From an optimization exercise on the open Yosys and OpenROAD flow, aimed at small area, a short achievable clock period and few clock cycles per item; shortcuts taken in it are not production practice. Where RTL was checked, it was by simulation tests only, not by an equivalence proof against the original. Power figures rest on the tool's default switching activity, not on a simulated workload.

run 1:
Design k7ce, start of the top module:
module k7ce (
    input  wire        clk,
    input  wire        rst,         
    input  wire        cmd_valid,
    output reg         cmd_ready,
    input  wire [15:0] cmd_word,
    output reg         out_valid,
    input  wire        out_ready,
    output reg  [7:0]  out_byte,
    output wire [1:0]  st,
    output wire [7:0]  err,
    output wire        fault
);
==> flow/config.mk <==
export PLATFORM = sky130hd
export DESIGN_NAME = k7ce
export DESIGN_NICKNAME = k7ce
export VERILOG_FILES = /design/flow/design.v
export SDC_FILE = /design/flow/constraint.sdc
export NUM_CORES = 4
export LEC_CHECK = 0
export CAP_MARGIN = 20
export CORE_MARGIN = 2
export CORE_UTILIZATION = 40
export CTS_BUF_LIST = sky130_fd_sc_hd__clkbuf_4 sky130_fd_sc_hd__clkbuf_8
export CTS_CLUSTER_SIZE = 30
export PLACE_DENSITY = 0.6
export SETUP_SLACK_MARGIN = 5
export SLEW_MARGIN = 20
==> flow/constraint.sdc <==
create_clock -name core_clock -period 8.0 [get_ports {clk}]
set_input_delay 1.6000 -clock core_clock [delete_from_list [all_inputs] [get_ports {clk}]]
set_output_delay 1.6000 -clock core_clock [all_outputs]
set_load 0.01 [all_outputs]
run.sh (not shown) runs the stock make flow with config.mk's settings and CLKGATE_MAP_FILE= SYNTH_SCRIPT=/design/flow/synth_recipe.tcl, a recipe that flattens the netlist after the stock synthesis.
Here is what was changed in the inputs of run 2 compared with run 1.
- clearing CTS_CLUSTER_SIZE, which used to be 30
- clearing CTS_BUF_LIST, which used to be sky130_fd_sc_hd__clkbuf_4 sky130_fd_sc_hd__clkbuf_8
- clearing SETUP_SLACK_MARGIN, which used to be 5
==> comparison <==
From run 1 to run 2, synthesized area did not move at all.
Per the comparison of run 2 with run 1, leakage power figure decreased by 1.2 nW relative to the old numbers; met3 global-route usage decreased by 0.57 points relative to the old numbers; layout-stage area growth over the synthesis result decreased by 4.0 points relative to the old numbers; total power decreased by about 2.4% relative to the old numbers.
Re wire length of the first global-routing pass: run 1 was higher than run 2.
Final critical path time including I/O delays and setup was lower in run 1 than in run 2.
Of run 2 and run 1, it is run 2 that has the lower clock tree buffer count of the final layout.
Relative to run 1, highest clock rate has decreased by 0.078 GHz in run 2.
As far as area occupied by registers is concerned, run 1 and run 2 perform about the same.
Looking at final worst-path setup slack, run 2 sits 1060 ps below run 1.
## Diff of input files: run 3 against run 2
- setting CTS_CLUSTER_SIZE to 22 for the first time
- setting CTS_CLUSTER_DIAMETER to 100 for the first time
- setting SETUP_SLACK_MARGIN to 5 for the first time
==> summary.txt <==
Diff run 2 -> run 3: non-clock buffer count went up by 150%, area of all placed cells without fillers -1.3%. Largest fanout of any net on the critical path in run 3 is 21 below run 2. Between run 2 and run 3, the flow reports multi-input logic area increasing by a few percent. Sort run 2 and run 3 by part of the total power dissipated in combinational logic asc -> top: run 2. Final-layout clock buffer total: higher on run 2. Comparing run 2 and run 3, met2 demand-to-capacity share in global routing is lower on run 2. Upper clock frequency limit is higher on run 3.
Edits applied to the flow inputs when going from run 3 to run 4:
- CTS_CLUSTER_SIZE now 27, was 22
Findings:
Status | run 3 and run 4 | clean
Clock-cell share of area, run 3 and run 4, lower one = run 4.
~same sequential cell count in run 3 and run 4
Via count (run 4 over run 3): decrease, 337
Changes observed in run 4 relative to run 3: fill cell instance count of the final layout went up; first-iteration DRC count up 13%.
Of run 3 and run 4, run 3 shows the lower post-CTS resize count, with run 4 above it.
Looking at non-clock buffer count, run 4 sits 19% lower than run 3 does.
There was hardly any difference in placed instance count between run 3 and run 4.
No functional check of the RTL was part of any run of this note.

* * *

Another version of the RTL of k7ce (not shown whole).
For scale: ~1400 flip-flops, roughly 41 I/O pins, roughly 41000 sq um of cells after synthesis.
Settings: LEC_CHECK=0, CAP_MARGIN=20, CORE_MARGIN=2, CORE_UTILIZATION=60, CTS_BUF_LIST=sky130_fd_sc_hd__clkbuf_8 sky130_fd_sc_hd__clkbuf_16, CTS_CLUSTER_DIAMETER=100, CTS_CLUSTER_SIZE=22, PLACE_DENSITY=0.75, SETUP_SLACK_MARGIN=5, SLEW_MARGIN=20; clock period 8.0 ns.
Testbench counts at the start, summed over its fixed seeds: cycles 65,243, bytes 28,492.
==> next run, changes <==
- CTS_BUF_LIST: sky130_fd_sc_hd__clkbuf_8 sky130_fd_sc_hd__clkbuf_16 -> default
- CTS_CLUSTER_SIZE: 22 -> 26
Effect:
- die area is unchanged
- synthesized cell count does not change
- clock-buffer cell count came out lower by 10
- hold slack is worse by 25 ps
- clock power fell by about 10%
- worst setup slack got worse by 51 ps
- via count came out lower by 0.87%
- global-route usage fell by 0.24 points
- utilization fell by 0.52 points
- design area falls by about 0.8%
- flip-flop and latch count does not change

==> separate check: timing with driven ports <==
No port has a modelled driver above. Below, the same layouts with a new extraction and two added sets of constraints. Step 1 (the two cells are an assumption about what drives the block):
set clk [get_ports {clk}]
set_driving_cell -lib_cell sky130_fd_sc_hd__clkbuf_16 $clk
set_driving_cell -lib_cell sky130_fd_sc_hd__buf_2 [delete_from_list [all_inputs] $clk]
Step 2 times the ports against the registers' clock, not the clock port: input delays grow and output delays shrink by t, the midpoint of the rising clock arrivals with the driver on. Slacks: ideal ports / drivers / drivers and shift; pairs: ideal ports / drivers.
run | shift t [ns] | setup slack, ns | worst setup path after step 2 | worst register clock-pin slew, ns
run 1 | 0.927 | 4.814 / 4.814 / 4.129 | input to register | 0.07 / 0.07
run 2 | 0.785 | 3.756 / 3.756 / 3.370 | input to register | 0.07 / 0.07
run 3 | 0.721 | 4.894 / 4.894 / 4.302 | input to register | 0.10 / 0.10
run 4 | 0.744 | 4.797 / 4.797 / 4.237 | input to register | 0.12 / 0.12
the first run of note 2 | 0.700 | 5.025 / 4.995 / 4.358 | input to register | 0.09 / 0.09
the second run of note 2 | 0.746 | 4.974 / 4.967 / 4.277 | input to register | 0.11 / 0.11
After both steps every run listed still meets setup and hold. The setup slack of the second run of note 2, which loses most, moves by -0.007 ns with the drivers and by -0.697 ns with both steps.
